Background: an optimization exercise with open tools, aiming at small area, a short achievable clock period and few clock cycles. Do not read the settings as production practice.
Function was checked by simulation only, so behaviour that the tests miss may differ from the original.
No activity file was given, so power comes from the tool's default toggle rates.

**design/flow/run.sh**
```bash
#!/bin/bash
# synth_recipe.tcl (not shown) runs the flow's synth.tcl, then flattens the netlist and writes it again
# the make line also repeats each setting of config.mk as NAME=value (left out here)
make -C /OpenROAD-flow-scripts/flow DESIGN_CONFIG=/design/flow/config.mk WORK_HOME=/design/flow/orfs CLKGATE_MAP_FILE= SYNTH_SCRIPT=/design/flow/synth_recipe.tcl finish
```
**design/flow/config.mk**
```make
export PLATFORM = sky130hd
export DESIGN_NAME = bfx_core
export DESIGN_NICKNAME = bfx_core
export VERILOG_FILES = /design/flow/design.v
export SDC_FILE = /design/flow/constraint.sdc
export NUM_CORES = 4
export LEC_CHECK = 0
export CAP_MARGIN = 20
export CORE_MARGIN = 2
export CORE_UTILIZATION = 40
export SLEW_MARGIN = 20
```
**design/flow/constraint.sdc**
```tcl
create_clock -name core_clock -period 10.0 [get_ports {clk}]
set_input_delay 2.0000 -clock core_clock [delete_from_list [all_inputs] [get_ports {clk}]]
set_output_delay 2.0000 -clock core_clock [all_outputs]
set_load 0.01 [all_outputs]
```
**design/flow/design.v**
```verilog
module bfx_core (
    input  wire         clk,
    input  wire         rst,
    input  wire         cmd_valid,
    output wire         cmd_ready,
    input  wire [127:0] cmd_hdr,
    input  wire         pay_valid,
    output wire         pay_ready,
    input  wire [7:0]   pay_data,
    output wire         rsp_valid,
    input  wire         rsp_ready,
    output wire [7:0]   rsp_status,
    output wire [31:0]  rsp_value,
    output wire [31:0]  rsp_rlen,
    output wire         res_valid,
    input  wire         res_ready,
    output wire [7:0]   res_data
);
    localparam [7:0] OP_WRAP        = 8'h01, OP_ALLOCATE     = 8'h02,
                     OP_REMAINING   = 8'h03, OP_FLIP         = 8'h04,
                     OP_GET_BITS    = 8'h10, OP_GET_BITS_AT  = 8'h11,
                     OP_GET_BYTES   = 8'h12, OP_GET_BYTES_AT = 8'h13,
                     OP_PUT_BITS    = 8'h20, OP_PUT_BITS_AT  = 8'h21,
                     OP_PUT_BYTES   = 8'h22, OP_PUT_BYTES_AT = 8'h23,
                     OP_PUT_INT     = 8'h24, OP_PUT_SHORT    = 8'h25,
                     OP_ARRAY       = 8'h30, OP_USED_ARRAY   = 8'h31,
                     OP_PICK_MIDDLE = 8'h40, OP_PICK_LEFT    = 8'h41,
                     OP_PICK_RIGHT  = 8'h42, OP_RIGHT_MASK   = 8'h43,
                     OP_LEFT_MASK   = 8'h44;
    localparam [2:0] ST_OK = 3'd0, ST_INVALID_ARG = 3'd1, ST_OUT_OF_RANGE = 3'd2,
                     ST_ILLEGAL = 3'd3, ST_NO_BUFFER = 3'd4, ST_CAPACITY = 3'd5;
    reg         valid;
    reg [5:0]   len;           
    reg [2:0]   cap3;          
    reg [2:0]   pad;           
    reg [8:0]   pos;           
    reg [255:0] store;
    reg         cmd_rdy;       
    reg         rsp_v;
    reg [2:0]   r_status;
    reg [8:0]   r_value;
    reg [5:0]   r_rlen;
    reg         res_v;
    reg [7:0]   res_d;
    reg [5:0]   res_left;      
    reg [7:0]   lmask;         
    reg         pay_rdy;
    reg [31:0]  pay_left;      
    reg         src_pay;       
    reg [8:0]   bl;            
    reg [8:0]   ptr;           
    reg [31:0]  sreg;          
    reg         at_get;        
    reg         at_bytes;
    reg [3:0]   at_n;
    reg         clr;           
    wire [5:0]  k    = ptr[8:3];
    wire [2:0]  b    = ptr[2:0];
    wire [4:0]  m_o  = ptr[8:4];               
    wire [4:0]  m_e  = ptr[8:4] + {4'd0, ptr[3]};  
    reg  [7:0]  ev, ov;
    integer i;
    always @(*) begin
        ev = 8'h00;
        ov = 8'h00;
        for (i = 0; i < 16; i = i + 1) begin
            if (m_e == i) ev = store[255 - 16*i -: 8];
            if (m_o == i) ov = store[247 - 16*i -: 8];
        end
    end
    wire [15:0] win  = k[0] ? {ov, ev} : {ev, ov};
    wire [15:0] wsh  = win << b;
    wire [7:0]  w8   = wsh[15:8];              
    wire [3:0]  chunk = (bl[8:3] != 6'd0) ? 4'd8 : {1'b0, bl[2:0]};
    wire [7:0]  tmask = ~(8'hFF >> chunk);
    wire [39:0] sx    = {sreg, 8'h00} >> bl[5:0];
    wire [7:0]  src8  = src_pay ? pay_data : sx[7:0];
    wire [15:0] d16   = {src8 & tmask, 8'h00} >> b;
    wire [15:0] m16   = {tmask, 8'h00} >> b;
    wire [15:0] mrg   = (win & ~m16) | d16;
    wire [7:0]  we_v  = clr ? 8'h00 : (k[0] ? mrg[7:0]  : mrg[15:8]);
    wire [7:0]  wo_v  = clr ? 8'h00 : (k[0] ? mrg[15:8] : mrg[7:0]);
    wire pay_fire = pay_valid && pay_rdy;
    wire wen      = (bl != 9'd0) && (src_pay ? pay_fire : 1'b1);
    wire last_chunk = (bl[8:4] == 5'd0) && (bl[3] == 1'b0 || bl[2:0] == 3'd0);
    wire [7:0]  op  = cmd_hdr[127:120];
    wire [23:0] rsv = cmd_hdr[119:96];
    wire [31:0] A   = cmd_hdr[95:64];
    wire [31:0] B   = cmd_hdr[63:32];
    wire [31:0] C   = cmd_hdr[31:0];
    wire rsv_z = (rsv == 24'd0);
    wire a_z   = (A == 32'd0);
    wire b_z   = (B == 32'd0);
    wire c_z   = (C == 32'd0);
    wire c8_z  = (C[31:8] == 24'd0);
    wire c16_z = (C[31:16] == 16'd0);
    reg legal;
    always @(*) begin
        case (op)
            OP_WRAP:                         legal = a_z && b_z;
            OP_ALLOCATE:                     legal = b_z && c_z;
            OP_REMAINING, OP_FLIP,
            OP_ARRAY, OP_USED_ARRAY:         legal = a_z && b_z && c_z;
            OP_GET_BITS, OP_GET_BYTES:       legal = b_z && c_z;
            OP_GET_BITS_AT, OP_GET_BYTES_AT: legal = c_z;
            OP_PUT_BITS:                     legal = b_z && c8_z;
            OP_PUT_BITS_AT:                  legal = c8_z;
            OP_PUT_BYTES:                    legal = b_z;
            OP_PUT_BYTES_AT:                 legal = 1'b1;
            OP_PUT_INT:                      legal = b_z;
            OP_PUT_SHORT:                    legal = b_z && c16_z;
            OP_PICK_MIDDLE:                  legal = c8_z;
            OP_PICK_LEFT, OP_PICK_RIGHT:     legal = b_z && c8_z;
            OP_RIGHT_MASK, OP_LEFT_MASK:     legal = b_z && c_z;
            default:                         legal = 1'b0;
        endcase
        legal = legal && rsv_z;
    end
    wire has_payload = (op == OP_WRAP) || (op == OP_PUT_BYTES) || (op == OP_PUT_BYTES_AT);
    wire needs_buf   = !(op == OP_WRAP || op == OP_ALLOCATE || op[7:4] == 4'h4);
    wire [8:0]  a9      = A[8:0];
    wire        a_neg   = A[31];
    wire        a_small = (A[31:9] == 23'd0);            
    wire        a_le8   = (A[31:4] == 28'd0) && (A[3:0] <= 4'd8);
    wire        a_le16  = (A[31:5] == 27'd0) && (A[4:0] <= 5'd16);
    wire        a_le32  = (A[31:6] == 26'd0) && (A[5:0] <= 6'd32);
    wire        a_le256 = a_small && (a9 <= 9'd256);
    wire [8:0]  len8    = {len, 3'b000};
    wire [8:0]  rem     = len8 - pos - {6'd0, pad};
    wire        rem_lt  = !(a_small && (a9 <= rem));
    wire [9:0]  s_n     = {2'b00, B[7:0]} + {1'b0, a9};
    wire        in_stor = (B[31:8] == 24'd0) && (B[7:3] < len) && (s_n <= {1'b0, len8});
    wire        abs_ok  = (s_n + {7'd0, pad} <= {1'b0, len8});
    wire        gt_dlen = ({3'b000, A} > {C, 3'b000});
    wire        c_gt32  = (C[31:6] != 26'd0) || (C[5:0] > 6'd32);
    wire        pm_ok   = !a_neg && (B[31:4] == 28'd0) && (B[3:0] <= 4'd8) &&
                          (A[31:4] == 28'd0) && (A[3:0] <= B[3:0]);
    reg [2:0] status;
    always @(*) begin
        status = ST_OK;
        if (!legal)
            status = ST_ILLEGAL;
        else if (needs_buf && !valid)
            status = ST_NO_BUFFER;
        else begin
            case (op)
                OP_WRAP:
                    if (c_z)                          status = ST_INVALID_ARG;
                    else if (c_gt32)                  status = ST_CAPACITY;
                OP_ALLOCATE:
                    if (a_neg || a_z)                 status = ST_INVALID_ARG;
                    else if (!a_le256)                status = ST_CAPACITY;
                OP_GET_BITS, OP_PUT_BITS:
                    if (!a_le8)                       status = ST_INVALID_ARG;
                    else if (rem_lt)                  status = ST_OUT_OF_RANGE;
                OP_GET_BITS_AT:
                    if (!a_le8)                       status = ST_INVALID_ARG;
                    else if (rem_lt || !in_stor)      status = ST_OUT_OF_RANGE;
                OP_GET_BYTES:
                    if (a_neg)                        status = ST_INVALID_ARG;
                    else if (rem_lt)                  status = ST_OUT_OF_RANGE;
                OP_GET_BYTES_AT:
                    if (a_neg)                        status = ST_INVALID_ARG;
                    else if (rem_lt || !in_stor)      status = ST_OUT_OF_RANGE;
                OP_PUT_BITS_AT:
                    if (!a_le8)                       status = ST_INVALID_ARG;
                    else if (rem_lt || !in_stor || !abs_ok)
                                                      status = ST_OUT_OF_RANGE;
                OP_PUT_BYTES:
                    if (a_neg || gt_dlen)             status = ST_INVALID_ARG;
                    else if (rem_lt)                  status = ST_OUT_OF_RANGE;
                OP_PUT_BYTES_AT:
                    if (a_neg || gt_dlen)             status = ST_INVALID_ARG;
                    else if (rem_lt || !in_stor || !abs_ok)
                                                      status = ST_OUT_OF_RANGE;
                OP_PUT_INT:
                    if (!a_le32)                      status = ST_INVALID_ARG;
                    else if (rem_lt)                  status = ST_OUT_OF_RANGE;
                OP_PUT_SHORT:
                    if (!a_le16)                      status = ST_INVALID_ARG;
                    else if (rem_lt)                  status = ST_OUT_OF_RANGE;
                OP_PICK_MIDDLE:
                    if (!pm_ok)                       status = ST_INVALID_ARG;
                OP_PICK_LEFT, OP_PICK_RIGHT, OP_RIGHT_MASK, OP_LEFT_MASK:
                    if (!a_le8)                       status = ST_INVALID_ARG;
                default: ;
            endcase
        end
    end
    wire ok = (status == ST_OK);
    wire [3:0] n4       = A[3:0];
    wire [7:0] data8    = C[7:0];
    wire [3:0] pm_width = B[3:0] - n4;
    wire [7:0] low_ones = ~(8'hFF << n4);
    wire [7:0] get_val  = w8 >> (4'd8 - n4);
    reg [8:0] value;
    always @(*) begin
        case (op)
            OP_REMAINING:   value = rem;
            OP_GET_BITS:    value = {1'b0, get_val};
            OP_PICK_MIDDLE: value = {1'b0, (data8 << n4) >> (4'd8 - pm_width)};
            OP_PICK_LEFT:   value = {1'b0, data8 >> (4'd8 - n4)};
            OP_PICK_RIGHT:  value = {1'b0, data8 & low_ones};
            OP_RIGHT_MASK:  value = {1'b0, low_ones};
            OP_LEFT_MASK:   value = {1'b0, 8'hFF << (4'd8 - n4)};
            default:        value = 9'd0;
        endcase
    end
    wire [5:0] n_bytes  = a9[8:3] + {5'd0, a9[2:0] != 3'd0};    
    wire [5:0] used_len = pos[8:3] + {5'd0, pos[2:0] != 3'd0};
    wire [3:0] first_r  = (a9[2:0] == 3'd0) ? 4'd8 : {1'b0, a9[2:0]};
    reg [5:0] rlen;
    always @(*) begin
        case (op)
            OP_GET_BYTES, OP_GET_BYTES_AT: rlen = n_bytes;
            OP_ARRAY:                      rlen = len;
            OP_USED_ARRAY:                 rlen = used_len;
            default:                       rlen = 6'd0;
        endcase
    end
    function [7:0] top_mask(input [2:0] m);
        top_mask = (m == 3'd0) ? 8'hFF : ~(8'hFF >> m);
    endfunction
    wire [7:0] s0       = store[255:248];
    wire [7:0] arr_mask = top_mask(cap3);
    wire [7:0] use_mask = top_mask(pos[2:0]);
    assign cmd_ready  = cmd_rdy;
    assign pay_ready  = pay_rdy;
    assign rsp_valid  = rsp_v;
    assign rsp_status = {5'd0, r_status};
    assign rsp_value  = {23'd0, r_value};
    assign rsp_rlen   = {26'd0, r_rlen};
    assign res_valid  = res_v;
    assign res_data   = res_d;
    wire hdr_fire = cmd_valid && cmd_rdy;
    wire rsp_fire = rsp_v && rsp_ready;
    wire res_fire = res_v && res_ready;
    reg        n_rsp_v, n_res_v, n_pay_rdy, n_at_get, n_clr;
    reg [8:0]  n_bl;
    always @(*) begin
        n_rsp_v   = rsp_v && !rsp_fire;
        n_res_v   = res_v && !(res_fire && res_left == 6'd1);
        n_pay_rdy = pay_rdy && !(pay_fire && pay_left == 32'd1);
        n_at_get  = 1'b0;
        n_clr     = 1'b0;
        n_bl      = wen ? bl - {5'd0, chunk} : bl;
        if (at_get) begin
            n_rsp_v = 1'b1;
            n_res_v = at_bytes && (res_left != 6'd0);
        end
        if (hdr_fire) begin
            n_rsp_v   = !(ok && (op == OP_GET_BITS_AT || op == OP_GET_BYTES_AT));
            n_at_get  = ok && (op == OP_GET_BITS_AT || op == OP_GET_BYTES_AT);
            n_res_v   = ok && (op == OP_GET_BYTES || op == OP_ARRAY || op == OP_USED_ARRAY) &&
                        (rlen != 6'd0);
            n_pay_rdy = has_payload && !c_z;
            n_clr     = ok && (op == OP_ALLOCATE);
            n_bl      = 9'd0;
            if (ok) begin
                case (op)
                    OP_WRAP:        n_bl = {C[5:0], 3'b000};
                    OP_PUT_BITS, OP_PUT_BITS_AT, OP_PUT_BYTES, OP_PUT_BYTES_AT,
                    OP_PUT_INT, OP_PUT_SHORT:
                                    n_bl = a9;
                    default: ;
                endcase
            end
        end
    end
    always @(posedge clk) begin
        if (rst) begin
            cmd_rdy <= 1'b1;
            rsp_v   <= 1'b0;
            res_v   <= 1'b0;
            pay_rdy <= 1'b0;
            at_get  <= 1'b0;
            clr     <= 1'b0;
            bl      <= 9'd0;
            valid   <= 1'b0;
        end else begin
            cmd_rdy <= !(n_rsp_v || n_res_v || n_pay_rdy || n_at_get || n_clr ||
                         n_bl != 9'd0);
            rsp_v   <= n_rsp_v;
            res_v   <= n_res_v;
            pay_rdy <= n_pay_rdy;
            at_get  <= n_at_get;
            clr     <= n_clr;
            bl      <= n_bl;
            if (wen)
                ptr <= last_chunk ? pos : ptr + {5'd0, chunk};
            if (pay_fire)
                pay_left <= pay_left - 32'd1;
            if (res_fire) begin
                res_left <= res_left - 6'd1;
                if (res_left == 6'd1)
                    ptr <= pos;
                else begin
                    res_d <= w8 & ((res_left == 6'd2) ? lmask : 8'hFF);
                    ptr   <= ptr + 9'd8;
                end
            end
            if (at_get) begin
                if (at_bytes) begin
                    res_d <= w8 >> (4'd8 - at_n);
                    ptr   <= (res_left != 6'd0) ? ptr + {5'd0, at_n} : pos;
                end else begin
                    r_value <= {1'b0, w8 >> (4'd8 - at_n)};
                    ptr     <= pos;
                end
            end
            if (hdr_fire) begin
                r_status <= status;
                r_value  <= ok ? value : 9'd0;
                r_rlen   <= ok ? rlen : 6'd0;
                pay_left <= C;
                res_left <= rlen;
                sreg     <= C;
                src_pay  <= has_payload;
                at_bytes <= (op == OP_GET_BYTES_AT);
                at_n     <= (op == OP_GET_BYTES_AT) ? first_r : n4;
                lmask    <= 8'hFF;
                if (ok) begin
                    case (op)
                    OP_WRAP: begin
                        valid <= 1'b1;
                        len   <= C[5:0];
                        cap3  <= 3'd0;
                        pad   <= 3'd0;
                        pos   <= 9'd0;
                        ptr   <= 9'd0;
                    end
                    OP_ALLOCATE: begin
                        valid <= 1'b1;
                        len   <= n_bytes;
                        cap3  <= a9[2:0];
                        pad   <= 3'd0 - a9[2:0];
                        pos   <= 9'd0;
                        ptr   <= 9'd0;
                    end
                    OP_FLIP: begin
                        if (pos[2:0] != 3'd0)
                            pad <= 3'd0 - pos[2:0];
                        pos <= 9'd0;
                        ptr <= 9'd0;
                    end
                    OP_GET_BITS: begin
                        pos <= pos + a9;
                        ptr <= pos + a9;
                    end
                    OP_GET_BYTES: begin
                        pos   <= pos + a9;
                        res_d <= w8 >> (4'd8 - first_r);
                        if (a9 != 9'd0)
                            ptr <= pos + {5'd0, first_r};
                    end
                    OP_GET_BITS_AT, OP_GET_BYTES_AT: begin
                        ptr <= B[8:0];
                    end
                    OP_PUT_BITS, OP_PUT_BYTES, OP_PUT_INT, OP_PUT_SHORT: begin
                        pos <= pos + a9;
                    end
                    OP_PUT_BITS_AT, OP_PUT_BYTES_AT: begin
                        if (a9 != 9'd0)
                            ptr <= B[8:0];
                    end
                    OP_ARRAY: begin
                        res_d <= s0 & ((len == 6'd1) ? arr_mask : 8'hFF);
                        lmask <= arr_mask;
                        ptr   <= 9'd8;
                    end
                    OP_USED_ARRAY: begin
                        res_d <= s0 & ((used_len == 6'd1) ? use_mask : 8'hFF);
                        lmask <= use_mask;
                        if (used_len != 6'd0)
                            ptr <= 9'd8;
                    end
                    default: ;
                    endcase
                end
            end
        end
    end
    always @(posedge clk) begin
        for (i = 0; i < 32; i = i + 1)
            if (clr || (wen && (k == i || k + 6'd1 == i)))
                store[255 - 8*i -: 8] <= (i % 2 == 0) ? we_v : wo_v;
    end
endmodule
```
==> impl_metrics.csv <==
group,metric,value,unit
floorplan,fp.dieW,281,microns
floorplan,top_level_ports,226,
timing,fin_skew,0.0220,ns
synth,synth_edf_count,395,
routing,wire_per_inst,26.2,microns
synth,syn_area,30700,sq um
routing,route.met2.wl,52200,microns
global_routing,track_usage,0.285,
worst_setup_path,cp-start-kind,"primary input",
synth,ys_async_sr_fraction,0,
global_routing,antenna_found_initial,2,
routing,routed_wl,115000,microns
pwr,p_leak,12.1,nW
cts,cts-root-buf,"clkbuf_16",
place,portBuffers,171,
worst_setup_path,critical_path.endpoint_type,"flop",
worst_setup_path,crit_family,"compound AO/OA/AOI/OAI gates",
global_routing,grt_pass1_wl,170000,microns
synth,synth_flop_cell,"edfxtp_1",
timing,relSlewSlack,0.184,
synth,syn_area_per_cell,9.43,sq um
cts,cts_resized,0,
synth,yosysUniqueCellTypes,99,
finish,syn_to_final_growth,13.6,%
finish,drive_gt1_frac,0.0865,
synth,synth_top_family_by_area,"compound AO/OA/AOI/OAI gates",
routing,wl_met1,48500,microns
place,place_inst,4314,
timing,tns,0,ns
global_routing,grt_overflow,0,
pwr,vdd_ir_drop_max,103,uV
synth,synthSimpleGateAreaFrac,0.170,
timing,max_freq,129,MHz
routing,drtIter0Drc,3676,
worst_setup_path,slowest_delay,0.88,ns
timing,layout_min_cycle_time,7.76,ns
cts,insertion_delay,0.61,ns
finish,stdcell_count,4407,
cts,cts_hold_buffers,0,
timing,finalHoldViolations,0,
cts,cts_made_buffers,48,
cts,tritoncts,"done",
worst_setup_path,cp_num_buf_inv,3,
timing,finalCritPeriodShare,0.776,
floorplan,coreArea,75900,sq um
routing,via_per_inst,6.34,
floorplan,initial_core_util,0.404,
floorplan,die_h,281,microns
cts,cts_buffer_depth,3,
worst_setup_path,cp_max_fo,21,
job,maxCapViolations,0,
place,dp_hpwl,85200,microns
synth,synth-adder-area-share,0.0609,
synth,synthXorXnorAreaFrac,0.0282,
status,status,"no timing/DRC/antenna violations",
pwr,power_density,135,nW/um^2
cts,clk_pin_slew,0.06,ns
worst_setup_path,arrival,7.99,ns
cts,cts_htree_levels,2,
hold_path,hold_path_class,"reg -> reg",
routing,vias,28000,
routing,highest_layer,"met5",
routing,drc,0,
finish,nets,3622,
worst_setup_path,crit_chain,"clkdlybuf4s50_1 > buf_4 > inv_1 > fa_1 > o21bai_1 > a21oi_1 > nor2b_1 > o31a_1 > o21a_1 > nor2_1 > xnor2_1 > ha_1 > and3_1 > nand3_1 > o32ai_1 > o211a_1 > nand4_1 > a211oi_1 > a211oi_1 > nor3_4 > nand2_1 > a21oi_1",
cts,clock-sinks,411,
worst_setup_path,critPathSlowestCell,"a21oi_1",
floorplan,rows,101,
timing,setup_viol,0,
place,routabilityCongestion,0.998,
global_routing,grt_pass1_vias,25900,
routing,drt_first_pass_iters,7,
place,dpl_cell_area,33300,sq um
floorplan,dieArea,79000,sq um
global_routing,grt_max_degree,65,
synth,synth_compound_area_frac,0.223,
worst_setup_path,critPathRequiredTime,10.22,ns
synth,muxShareOfSynthArea,0.0628,
worst_setup_path,critPathKind,"in -> reg",
finish,post-route-cell-area,34900,sq um
synth,ys_warn_count,1,
routing,ant_nets,0,
synth,ys_ff_latch,411,
synth,ys_seq_area_frac,0.397,
timing,drv_slew,0,
synth,syn_inst,3256,
cts,postCtsSetupRepairBufs,0,
routing,dr_wl_met3,9900,microns
timing,worst_pin_slew,1.22,ns
timing,rsz0062_at_grt,"no",
final timing paths:
check / end / slack (ns) / cells past startpoint / startpoint
max: pos[1] / 2.24 / 22 / cmd_hdr[65]
min: valid / 0.56 / 1 / valid
max reg2reg: res_d[0] / 2.33 / 16 / ptr[4]
min reg2reg: valid / 0.56 / 1 / valid
synth_stat cells, types with 33 or more instances:
library cell / count / area share
inv_1: 129 / 0.016
a21oi_1: 213 / 0.035
nor4_1: 51 / 0.010
o21ai_0: 197 / 0.032
a32oi_1: 35 / 0.010
buf_4: 56 / 0.014
a31oi_1: 33 / 0.0067
mux2i_1: 69 / 0.022
o22ai_1: 40 / 0.0081
a221oi_1: 38 / 0.011
a21o_1: 40 / 0.0098
nand3_1: 83 / 0.014
nor2_1: 272 / 0.033
o211ai_1: 41 / 0.010
clkbuf_1: 151 / 0.018
edfxtp_1: 395 / 0.39
xor2_1: 38 / 0.011
nor3_1: 103 / 0.017
nand2_1: 270 / 0.033
mux4_2: 42 / 0.031
nor2b_1: 43 / 0.0088
a211oi_1: 52 / 0.013
buf_2: 34 / 0.0055
ha_1: 135 / 0.055
o21bai_1: 40 / 0.0098
xnor2_1: 61 / 0.017
sequential cells by signal (all words and copies together) (netlist names), 3 cells and up:
register and flops:
store 256, pay_left 32, sreg 32, bl 9
pos 9, ptr 9, r_value 9, res_d 8
lmask 7, len 6, r_rlen 6, res_left 6
at_n 4, cap3 3, pad 3, r_status 3
final cells by class:
type | count | area [sq um]
Sequential cell | 411 | 12200
Clock inverter | 36 | 340
Clock buffer | 54 | 1240
Antenna cell | 1 | 2.50
Fill cell | 7365 | 41000
Timing Repair Buffer | 243 | 2260
Tap cell | 1030 | 1290
Inverter | 136 | 510
Multi-Input combinational cell | 2496 | 17100
worst reg2reg max path, stage by stage (launching register included):
cell      delay [ns]
edfxtp_1        0.32
buf_4           0.31
inv_1           0.44
ha_2            0.89
buf_4           0.45
buf_4           0.32
mux2i_1         0.35
o211ai_1        0.13
nor4b_1         0.58
a31oi_1         0.44
a21boi_0        0.68
a221oi_1        0.22
nand3_1         0.56
nor2_1          0.17
o41ai_1         1.08
a211oi_1        0.17
a311o_1         0.32
layout by cell type (no fill, tap or decap), drive strengths merged, types with 26 or more instances in the layout:
cell type      count
nand4             28
o21ai            205
buf               72
nand2            271
a211oi            52
o22ai             40
a21o              40
o211ai            41
nor3             106
conb              55
clkdlybuf4s50    171
inv              135
nor2             272
ha               135
edfxtp           395
clkinv            31
a32oi             35
nor4              52
a31oi             33
nor2b             43
o21a              29
mux2              26
mux4              42
nand3             83
a22oi             27
xnor2             61
a221oi            39
clkbuf            54
xor2              38
mux2i             69
a21oi            213
o21bai            40
nand2b            32
per-layer routing:
metal	global-route usage	up-vias
met1	0.393	13600
met3	0.0448	259
li1	-	12600
met4	0.111	2
met2	0.448	1546
met5	0	-
cell families (layout without fill, tap and decap cells):
kind of cell             after synthesis  count (layout)
XOR/XNOR                              99              99
buffers and inverters                402             469
adder cells (fa/ha/maj)              144             144
multiplexers                         137             137
flip-flops                           411             411
other                                  2              56
AND/OR/NAND/NOR                     1052            1052
AO/OA/AOI/OAI                       1009            1009
where the power goes:
| part | switching, mW | internal, mW | leakage, nW |
|---|---|---|---|
| Clock | 0.763 | 1.03 | 0.782 |
| Sequential | 0.0255 | 1.95 | 3.72 |
| Combinational | 0.607 | 0.325 | 7.56 |
per-stage QoR:
stage | hold WS, ns | power (mW) | utilization | worst slack, ns
global placement | 0.511 | 2.91 | 0.438 | 1.85
floorplan | 0.428 | 2.57 | - | 2.86
global route | 0.578 | 4.84 | 0.460 | 1.88
detailed placement | 0.524 | 2.91 | 0.438 | 1.74
finish | 0.562 | 4.70 | 0.460 | 2.24
CTS | 0.544 | 4.69 | 0.459 | 2.36
Testbench counts, summed over its fixed seeds: cycles 18,513.

## re-timing with driven ports
The results above use ideal ports. As a check the final layout listed here was re-extracted and re-timed, cells and wires unchanged. Step 1, drivers: a clkbuf_16 drives clk and a buf_2 each remaining input, both assumed. Step 2 also shifts input and output timing later by t, the mid clock arrival at the registers, as if the neighbouring blocks saw the same clock. Slacks: ideal / step 1 / step 2; pairs: ideal / step 1.
t (ns): 0.676
slack for setup (ns): 2.236 / 2.278 / 1.602
hold WS [ns]: 0.562 / 0.562 / 0.562
After both steps this run still meets setup and hold. For this run, drivers alone change the setup slack by +0.042 ns; drivers and shift together by -0.634 ns.
